This design comes from an exercise in tuning for small area, a short achievable clock period and few clock cycles on the open sky130 flow, not from production work.
Only simulation tests tie the RTL to the original design; equivalence was not proved.

==> run a <==
==> flow/design.v <==
module busyboard_core (
    input  wire       clk,
    input  wire       rst,         
    input  wire       cmd_valid,
    output wire       cmd_ready,
    input  wire [1:0] cmd_op,      
    input  wire [7:0] cmd_addr,
    input  wire [7:0] cmd_data,
    output reg        out_valid,
    output reg  [7:0] out_data,
    output reg        rd_valid,
    output reg        rd_hit,
    output reg  [7:0] rd_data,
    output wire [7:0] acc,
    output wire [7:0] pc,
    output wire       carry,
    output wire       halted,
    output wire       illegal,
    output wire [8:0] mem_len
);
    localparam [1:0] CMD_STEP  = 2'd0,
                     CMD_WRITE = 2'd1,
                     CMD_SETPC = 2'd2,
                     CMD_READ  = 2'd3;
    function automatic lt8(input [7:0] a, input [7:0] b);
        integer i, k;
        reg t;
        begin
            lt8 = 1'b0;
            for (i = 0; i < 8; i = i + 1) begin
                t = ~a[i] & b[i];
                for (k = i + 1; k < 8; k = k + 1)
                    t = t & ~(a[k] & ~b[k]);
                lt8 = lt8 | t;
            end
        end
    endfunction
    function automatic [8:0] add8(input [7:0] a, input [7:0] b, input ci);
        integer i, j, k;
        reg [8:0] c;
        reg t;
        begin
            for (i = 0; i <= 8; i = i + 1) begin
                c[i] = ci;
                for (k = 0; k < i; k = k + 1)
                    c[i] = c[i] & (a[k] | b[k]);
                for (k = 0; k < i; k = k + 1) begin
                    t = a[k] & b[k];
                    for (j = k + 1; j < i; j = j + 1)
                        t = t & (a[j] | b[j]);
                    c[i] = c[i] | t;
                end
            end
            for (i = 0; i < 8; i = i + 1)
                add8[i] = a[i] ^ b[i] ^ c[i];
            add8[8] = c[8];
        end
    endfunction
    function automatic [8:0] inc8(input [7:0] x);
        integer i;
        begin
            for (i = 0; i < 8; i = i + 1)
                inc8[i] = x[i] ^ (&(x | ~((8'd1 << i) - 8'd1)));
            inc8[8] = &x;
        end
    endfunction
    function automatic [6:0] half_up(input [7:0] x);
        half_up = inc8(x) >> 1;
    endfunction
    reg [7:0] a_r;
    reg [7:0] pc_r;
    reg       c_r;
    reg       h_r;
    reg       i_r;
    reg [8:0] len_r;
    reg [7:0] ins0;         
    reg [7:0] ins1;         
    reg [7:0] ta_q;         
    reg [6:0] tae_q;        
    reg       read_q;       
    reg       fetch_q;      
    reg [2047:0] memv;      
    wire busy = read_q | fetch_q;
    wire fire = cmd_valid & ~busy;
    wire op_step  = (cmd_op == CMD_STEP);
    wire op_write = (cmd_op == CMD_WRITE);
    wire op_setpc = (cmd_op == CMD_SETPC);
    wire op_read  = (cmd_op == CMD_READ);
    wire hz     = (ins0[7:4] == 4'h0);
    wire [3:0] o = ins0[3:0];
    wire is_ldi = hz & (o == 4'h1);
    wire is_lda = hz & (o == 4'h2);
    wire is_sta = hz & (o == 4'h3);
    wire is_add = hz & (o == 4'h4);
    wire is_sub = hz & (o == 4'h5);
    wire is_out = hz & (o == 4'hE);
    wire is_hlt = hz & (o == 4'hF);
    wire is_one = hz & ((o == 4'h0) | (o == 4'hE));         
    wire is_two = hz & (o != 4'h0) & (o <= 4'h8);
    wire take   = hz & ((o == 4'h6) |
                        ((o == 4'h7) & (a_r == 8'h00)) |
                        ((o == 4'h8) & c_r));
    wire [8:0] pc_p1 = inc8(pc_r);
    wire [8:0] pc_p2 = {inc8({1'b0, pc_r[7:1]}), pc_r[0]};
    wire [8:0] pc_p3 = pc_r[0] ? {inc8(pc_p1[8:1]), 1'b0}
                               : {pc_p2[8:1], 1'b1};
    wire hit0     = {1'b0, pc_r} < len_r;                  
    wire hit1     = pc_p1 < len_r;                         
    wire pc2_lt   = pc_p2 < len_r;                         
    wire op_lt    = len_r[8] | lt8(ins1, len_r[7:0]);      
    wire pc2_le_o = ~pc_p2[8] & ~lt8(ins1, pc_p2[7:0]);    
    wire dec_ill = ~hit0 | ~(is_one | is_hlt | is_two) | (is_two & ~hit1);
    wire nxt_ok = is_one ? hit1 :
                  take   ? op_lt :
                           (pc2_lt | (is_sta & pc2_le_o));
    wire step = fire & op_step & ~h_r & ~i_r;    
    wire exe  = step & ~dec_ill;                 
    wire adv  = exe & ~is_hlt & nxt_ok;          
    wire       st_en   = exe & is_sta;
    wire [7:0] wr_data = rst ? 8'h00 : op_write ? cmd_data : a_r;
    wire [15:0] hw_hi = {16{fire & op_write}} & (16'd1 << cmd_addr[7:4]);
    wire [15:0] hw_lo = 16'd1 << cmd_addr[3:0];
    wire [15:0] st_hi = {16{st_en}} & (16'd1 << ins1[7:4]);
    wire [15:0] st_lo = 16'd1 << ins1[3:0];
    genvar g;
    generate
        for (g = 0; g < 256; g = g + 1) begin : gmem
            wire we = rst | (hw_hi[g / 16] & hw_lo[g % 16]) | (st_hi[g / 16] & st_lo[g % 16]);
            always @(posedge clk)
                if (we) memv[8*g +: 8] <= wr_data;
        end
    endgenerate
    wire [7:0] ebank [0:127];
    wire [7:0] obank [0:127];
    generate
        for (g = 0; g < 128; g = g + 1) begin : gtb
            assign ebank[g] = memv[16*g +: 8];
            assign obank[g] = memv[16*g + 8 +: 8];
        end
    endgenerate
    wire [7:0] teb = ebank[tae_q];
    wire [7:0] tob = obank[ta_q[7:1]];
    wire [7:0] t0  = ta_q[0] ? tob : teb;    
    wire [7:0] t1  = ta_q[0] ? teb : tob;    
    wire [8:0] sum  = add8(a_r, t0, 1'b0);
    wire [8:0] dneg = add8(a_r, ~t0, 1'b1);    
    wire [7:0] wbank [0:3][0:63];
    genvar h;
    generate
        for (h = 0; h < 4; h = h + 1) begin : gwb
            for (g = 0; g < 64; g = g + 1) begin : gwr
                assign wbank[h][g] = memv[32*g + 8*h +: 8];
            end
        end
    endgenerate
    wire [5:0] prow  = pc_r[7:2];
    wire [8:0] prow_i = inc8({2'b00, pc_r[7:2]});
    wire [5:0] prow1 = prow_i[5:0];
    wire [7:0] sb0 = wbank[0][(pc_r[1:0] > 2'd0) ? prow1 : prow];
    wire [7:0] sb1 = wbank[1][(pc_r[1:0] > 2'd1) ? prow1 : prow];
    wire [7:0] sb2 = wbank[2][(pc_r[1:0] > 2'd2) ? prow1 : prow];
    wire [7:0] sb3 = wbank[3][prow];
    function automatic [7:0] pick(input [1:0] sel, input [7:0] b0, input [7:0] b1,
                                  input [7:0] b2, input [7:0] b3);
        case (sel)
            2'd0:    pick = b0;
            2'd1:    pick = b1;
            2'd2:    pick = b2;
            default: pick = b3;
        endcase
    endfunction
    wire [1:0] k0 = fetch_q ? 2'd0 : is_one ? 2'd1 : 2'd2;    
    wire [1:0] s0 = pc_r[1:0] + k0;
    wire [1:0] s1 = pc_r[1:0] + k0 + 2'd1;
    wire [7:0] w0 = pick(s0, sb0, sb1, sb2, sb3);
    wire [7:0] w1 = pick(s1, sb0, sb1, sb2, sb3);
    wire       tk = ~fetch_q & ~is_one & take;
    wire [7:0] fb0 = tk ? t0 : w0;
    wire [7:0] fb1 = tk ? t1 : w1;
    wire st_f0 = ~fetch_q & is_sta & (ins1 == pc_p2[7:0]);
    wire st_f1 = ~fetch_q & is_sta & (ins1 == pc_p3[7:0]);
    wire [7:0] nb0 = st_f0 ? a_r : fb0;
    wire [7:0] nb1 = st_f1 ? a_r : fb1;
    wire wr_i0 = ({1'b0, cmd_addr} == {1'b0, pc_r});
    wire wr_i1 = ({1'b0, cmd_addr} == pc_p1);
    wire [7:0] fx = is_one ? pc_p1[7:0] : take ? ins1 : pc_p2[7:0];
    wire [8:0] len_wr = ({1'b0, cmd_addr} >= len_r) ? ({1'b0, cmd_addr} + 9'd1) : len_r;
    always @(posedge clk) begin
        if (rst) begin
            a_r       <= 8'h00;
            pc_r      <= 8'h00;
            c_r       <= 1'b0;
            h_r       <= 1'b0;
            i_r       <= 1'b0;
            len_r     <= 9'd0;
            ins0      <= 8'h00;
            ins1      <= 8'h00;
            ta_q      <= 8'h00;
            tae_q     <= 7'd0;
            read_q    <= 1'b0;
            fetch_q   <= 1'b0;
            out_valid <= 1'b0;
            rd_valid  <= 1'b0;
        end else begin
            read_q    <= fire & op_read;
            fetch_q   <= fire & op_setpc;
            out_valid <= exe & is_out;
            rd_valid  <= read_q;
            if (fetch_q | step) begin
                ins0 <= nb0;
                ins1 <= nb1;
                ta_q <= nb1;
                tae_q <= half_up(nb1);
            end else if (fire & op_write) begin
                if (wr_i0) ins0 <= cmd_data;
                if (wr_i1) begin
                    ins1 <= cmd_data;
                    ta_q <= cmd_data;
                    tae_q <= half_up(cmd_data);
                end
            end else if (fire & op_read) begin
                ta_q <= cmd_addr;
                tae_q <= half_up(cmd_addr);
            end else if (read_q) begin
                ta_q <= ins1;
                tae_q <= half_up(ins1);
            end
            if (fire & op_write)
                len_r <= len_wr;
            if (st_en & ~op_lt)
                len_r <= inc8(ins1);
            if (fire & op_setpc)
                pc_r <= cmd_addr;
            if (adv)
                pc_r <= fx;
            if (step & (dec_ill | ~is_hlt & ~nxt_ok))
                i_r <= 1'b1;
            if (exe & is_hlt)
                h_r <= 1'b1;
            if (exe & is_ldi)
                a_r <= ins1;
            if (exe & op_lt & is_lda)
                a_r <= t0;
            if (exe & op_lt & is_add)
                a_r <= sum[7:0];
            if (exe & op_lt & is_sub)
                a_r <= dneg[7:0];
            if (exe & (is_add | is_sub))
                c_r <= op_lt & (is_add ? sum[8] : ~dneg[8]);
        end
    end
    always @(posedge clk) begin
        out_data <= a_r;         
        rd_hit   <= {1'b0, ta_q} < len_r;     
        rd_data  <= t0;
    end
    assign cmd_ready = ~busy;
    assign acc     = a_r;
    assign pc      = pc_r;
    assign carry   = c_r;
    assign halted  = h_r;
    assign illegal = i_r;
    assign mem_len = len_r;
endmodule
==> flow/run.sh <==
#!/bin/bash
# synth_recipe.tcl (not shown) runs the flow's synth.tcl, then flattens the netlist and writes it again
# the make line also repeats each setting of config.mk as NAME=value (left out here)
make -C /OpenROAD-flow-scripts/flow DESIGN_CONFIG=/design/flow/config.mk WORK_HOME=/design/flow/orfs CLKGATE_MAP_FILE= SYNTH_SCRIPT=/design/flow/synth_recipe.tcl finish
==> flow/config.mk <==
export PLATFORM = sky130hd
export DESIGN_NAME = busyboard_core
export DESIGN_NICKNAME = busyboard_core
export VERILOG_FILES = /design/flow/design.v
export SDC_FILE = /design/flow/constraint.sdc
export NUM_CORES = 4
export LEC_CHECK = 0
export CAP_MARGIN = 20
export CORE_MARGIN = 2
export CORE_UTILIZATION = 38
export PLACE_DENSITY = 0.5
export SETUP_SLACK_MARGIN = 5
export SLEW_MARGIN = 20
==> flow/constraint.sdc <==
create_clock -name core_clock -period 10.0 [get_ports {clk}]
set_input_delay 2.0000 -clock core_clock [delete_from_list [all_inputs] [get_ports {clk}]]
set_output_delay 2.0000 -clock core_clock [all_outputs]
set_load 0.01 [all_outputs]
==> run b: changes against run a <==
==> flow/design.v, changed modules only <==
module busyboard_core (
    input  wire       clk,
    input  wire       rst,         
    input  wire       cmd_valid,
    output wire       cmd_ready,
    input  wire [1:0] cmd_op,      
    input  wire [7:0] cmd_addr,
    input  wire [7:0] cmd_data,
    output reg        out_valid,
    output reg  [7:0] out_data,
    output reg        rd_valid,
    output reg        rd_hit,
    output reg  [7:0] rd_data,
    output wire [7:0] acc,
    output wire [7:0] pc,
    output wire       carry,
    output wire       halted,
    output wire       illegal,
    output wire [8:0] mem_len
);
    localparam [1:0] CMD_STEP  = 2'd0,
                     CMD_WRITE = 2'd1,
                     CMD_SETPC = 2'd2,
                     CMD_READ  = 2'd3;
    function automatic lt8(input [7:0] a, input [7:0] b);
        integer i, k;
        reg t;
        begin
            lt8 = 1'b0;
            for (i = 0; i < 8; i = i + 1) begin
                t = ~a[i] & b[i];
                for (k = i + 1; k < 8; k = k + 1)
                    t = t & ~(a[k] & ~b[k]);
                lt8 = lt8 | t;
            end
        end
    endfunction
    function automatic [8:0] add8(input [7:0] a, input [7:0] b, input ci);
        integer i, j, k;
        reg [8:0] c;
        reg t;
        begin
            for (i = 0; i <= 8; i = i + 1) begin
                c[i] = ci;
                for (k = 0; k < i; k = k + 1)
                    c[i] = c[i] & (a[k] | b[k]);
                for (k = 0; k < i; k = k + 1) begin
                    t = a[k] & b[k];
                    for (j = k + 1; j < i; j = j + 1)
                        t = t & (a[j] | b[j]);
                    c[i] = c[i] | t;
                end
            end
            for (i = 0; i < 8; i = i + 1)
                add8[i] = a[i] ^ b[i] ^ c[i];
            add8[8] = c[8];
        end
    endfunction
    function automatic [6:0] half_up(input [7:0] x);
        integer i, k;
        reg c;
        begin
            for (i = 0; i < 7; i = i + 1) begin
                c = x[0];
                for (k = 1; k <= i; k = k + 1)
                    c = c & x[k];
                half_up[i] = x[i + 1] ^ c;
            end
        end
    endfunction
    function automatic [8:0] inc8(input [7:0] x);
        integer i, k;
        reg c;
        begin
            for (i = 0; i <= 8; i = i + 1) begin
                c = 1'b1;
                for (k = 0; k < i; k = k + 1)
                    c = c & x[k];
                inc8[i] = (i < 8 ? x[i] : 1'b0) ^ c;
            end
        end
    endfunction
    reg [7:0] a_r;
    reg [7:0] pc_r;
    reg       c_r;
    reg       h_r;
    reg       i_r;
    reg [8:0] len_r;
    reg [7:0] ins0;         
    reg [7:0] ins1;         
    reg       read_q;       
    reg       fetch_q;      
    reg [7:0] alt_q;        
    reg [2047:0] memv;      
    wire busy = read_q | fetch_q;
    wire fire = cmd_valid & ~busy;
    wire op_step  = (cmd_op == CMD_STEP);
    wire op_write = (cmd_op == CMD_WRITE);
    wire op_setpc = (cmd_op == CMD_SETPC);
    wire op_read  = (cmd_op == CMD_READ);
    wire hz     = (ins0[7:4] == 4'h0);
    wire [3:0] o = ins0[3:0];
    wire is_ldi = hz & (o == 4'h1);
    wire is_lda = hz & (o == 4'h2);
    wire is_sta = hz & (o == 4'h3);
    wire is_add = hz & (o == 4'h4);
    wire is_sub = hz & (o == 4'h5);
    wire is_out = hz & (o == 4'hE);
    wire is_hlt = hz & (o == 4'hF);
    wire is_one = hz & ((o == 4'h0) | (o == 4'hE));         
    wire is_two = hz & (o != 4'h0) & (o <= 4'h8);
    wire take   = hz & ((o == 4'h6) |
                        ((o == 4'h7) & (a_r == 8'h00)) |
                        ((o == 4'h8) & c_r));
    wire [8:0] pc_p1 = {1'b0, pc_r} + 9'd1;
    wire [8:0] pc_p2 = {1'b0, pc_r} + 9'd2;
    wire [8:0] pc_p3 = {1'b0, pc_r} + 9'd3;
    wire hit0     = {1'b0, pc_r} < len_r;                  
    wire hit1     = pc_p1 < len_r;                         
    wire pc2_lt   = pc_p2 < len_r;                         
    wire op_lt    = len_r[8] | lt8(ins1, len_r[7:0]);      
    wire pc2_le_o = ~pc_p2[8] & ~lt8(ins1, pc_p2[7:0]);    
    wire dec_ill = ~hit0 | ~(is_one | is_hlt | is_two) | (is_two & ~hit1);
    wire nxt_ok = is_one ? hit1 :
                  take   ? op_lt :
                           (pc2_lt | (is_sta & pc2_le_o));
    wire step = fire & op_step & ~h_r & ~i_r;    
    wire exe  = step & ~dec_ill;                 
    wire adv  = exe & ~is_hlt & nxt_ok;          
    wire       st_en   = exe & is_sta;
    wire [7:0] wr_addr = op_write ? cmd_addr : ins1;
    wire [7:0] wr_data = rst ? 8'h00 : op_write ? cmd_data : a_r;
    wire       wr_en   = fire & op_write | st_en;
    wire [15:0] wdec_hi = 16'd1 << wr_addr[7:4];
    wire [15:0] wdec_lo = 16'd1 << wr_addr[3:0];
    genvar g;
    generate
        for (g = 0; g < 256; g = g + 1) begin : gmem
            wire we = rst | (wr_en & wdec_hi[g / 16] & wdec_lo[g % 16]);
            always @(posedge clk)
                if (we) memv[8*g +: 8] <= wr_data;
        end
    endgenerate
    wire [7:0] dbank [0:255];
    generate
        for (g = 0; g < 256; g = g + 1) begin : gdat
            assign dbank[g] = memv[8*g +: 8];
        end
    endgenerate
    wire [7:0] dm = dbank[ins1];
    wire [8:0] sum  = add8(a_r, dm, 1'b0);
    wire [8:0] dneg = add8(a_r, ~dm, 1'b1);    
    reg [7:0] fx;           
    reg [6:0] fxe;          
    always @(*) begin
        if (busy) begin
            fx  = alt_q;
            fxe = half_up(alt_q);
        end else if (is_one) begin
            fx  = pc_p1[7:0];
            fxe = pc_p2[7:1];
        end else if (take) begin
            fx  = ins1;
            fxe = half_up(ins1);
        end else begin
            fx  = pc_p2[7:0];
            fxe = pc_p3[7:1];
        end
    end
    wire [7:0] ebank [0:127];
    wire [7:0] obank [0:127];
    generate
        for (g = 0; g < 128; g = g + 1) begin : gbank
            assign ebank[g] = memv[16*g +: 8];
            assign obank[g] = memv[16*g + 8 +: 8];
        end
    endgenerate
    wire [7:0] eb = ebank[fxe];
    wire [7:0] ob = obank[fx[7:1]];
    wire [7:0] fb0 = fx[0] ? ob : eb;    
    wire [7:0] fb1 = fx[0] ? eb : ob;    
    wire st_f0 = is_sta & (ins1 == pc_p2[7:0]);
    wire st_f1 = is_sta & (ins1 == pc_p3[7:0]);
    wire [7:0] nb0 = st_f0 ? a_r : fb0;
    wire [7:0] nb1 = st_f1 ? a_r : fb1;
    wire wr_i0 = ({1'b0, cmd_addr} == {1'b0, pc_r});
    wire wr_i1 = ({1'b0, cmd_addr} == pc_p1);
    wire [8:0] len_wr = ({1'b0, cmd_addr} >= len_r) ? ({1'b0, cmd_addr} + 9'd1) : len_r;
    always @(posedge clk) begin
        if (rst) begin
            a_r       <= 8'h00;
            pc_r      <= 8'h00;
            c_r       <= 1'b0;
            h_r       <= 1'b0;
            i_r       <= 1'b0;
            len_r     <= 9'd0;
            ins0      <= 8'h00;
            ins1      <= 8'h00;
            read_q    <= 1'b0;
            fetch_q   <= 1'b0;
            out_valid <= 1'b0;
            rd_valid  <= 1'b0;
        end else begin
            read_q    <= fire & op_read;
            fetch_q   <= fire & op_setpc;
            out_valid <= exe & is_out;
            rd_valid  <= read_q;
            if (fetch_q) begin
                ins0 <= fb0;
                ins1 <= fb1;
            end else if (step) begin
                ins0 <= nb0;
                ins1 <= nb1;
            end else if (fire & op_write) begin
                if (wr_i0) ins0 <= cmd_data;
                if (wr_i1) ins1 <= cmd_data;
            end
            if (fire & op_write)
                len_r <= len_wr;
            if (st_en & ~op_lt)
                len_r <= inc8(ins1);
            if (fire & op_setpc)
                pc_r <= cmd_addr;
            if (adv)
                pc_r <= fx;
            if (step & (dec_ill | ~is_hlt & ~nxt_ok))
                i_r <= 1'b1;
            if (exe & is_hlt)
                h_r <= 1'b1;
            if (exe & is_ldi)
                a_r <= ins1;
            if (exe & op_lt & is_lda)
                a_r <= dm;
            if (exe & op_lt & is_add)
                a_r <= sum[7:0];
            if (exe & op_lt & is_sub)
                a_r <= dneg[7:0];
            if (exe & (is_add | is_sub))
                c_r <= op_lt & (is_add ? sum[8] : ~dneg[8]);
        end
    end
    always @(posedge clk) begin
        alt_q    <= cmd_addr;    
        out_data <= a_r;         
        rd_hit   <= {1'b0, alt_q} < len_r;    
        rd_data  <= fb0;
    end
    assign cmd_ready = ~busy;
    assign acc     = a_r;
    assign pc      = pc_r;
    assign carry   = c_r;
    assign halted  = h_r;
    assign illegal = i_r;
    assign mem_len = len_r;
endmodule
- CORE_UTILIZATION: 38 -> 50
- PLACE_DENSITY: 0.5 -> 0.6
==> comparison table <==
item                                                                         run b                     run a
Total clock sinks                                                            2,121                     2,128
Placed wire-length estimate after detailed placement                        770 mm                    720 mm
Fraction of the mapped netlist area in compound gates                        21.3%                     20.6%
Setup Slack @ Placement                                                    2.09 ns                   2.04 ns
Placement Rows                                                                 164                       197
Post-synthesis sequential area ratio                                         62.8%                     57.6%
Area of placed instances                                             109,000 sq um             119,000 sq um
Cells after DPL                                                              10.8k                     13.1k
Die boundary width                                                          452 um                    541 um
Syn Nets                                                                     7,935                     9,599
Synthesized-area fraction occupied by xor and xnor cells                    0.428%                    0.521%
Number of instances resized during post-cts repair                           1,279                       770
Mapped Area                                                          100,000 sq um             110,000 sq um
Number of unique standard cell types used by synthesis                         102                       103
Post-synthesis mux area share                                               0.784%                     2.87%
Die extent in y                                                             452 um                    541 um
Starting utilization of the core area                                        50.3%                     38.1%
Routability-driven placement congestion ratio                                 1.65                      1.29
Number of buffers inserted to repair setup after CTS                           453                       215
Clock Path Buffers                                                               3                         4
Register bit total from synthesis                                            2,121                     2,128
Result of the run                                           stopped before the end    stopped before the end
Failing step                                              global routing (5_1_grt)  global routing (5_1_grt)
Gate count of the mapped netlist                                             7,807                     9,449
Synthesized-area fraction occupied by adder cells                            1.39%                     1.51%
Testbench counts of run a, summed over its fixed seeds: cycles 36,739.
Testbench counts of run b, summed over its fixed seeds: cycles 36,739.
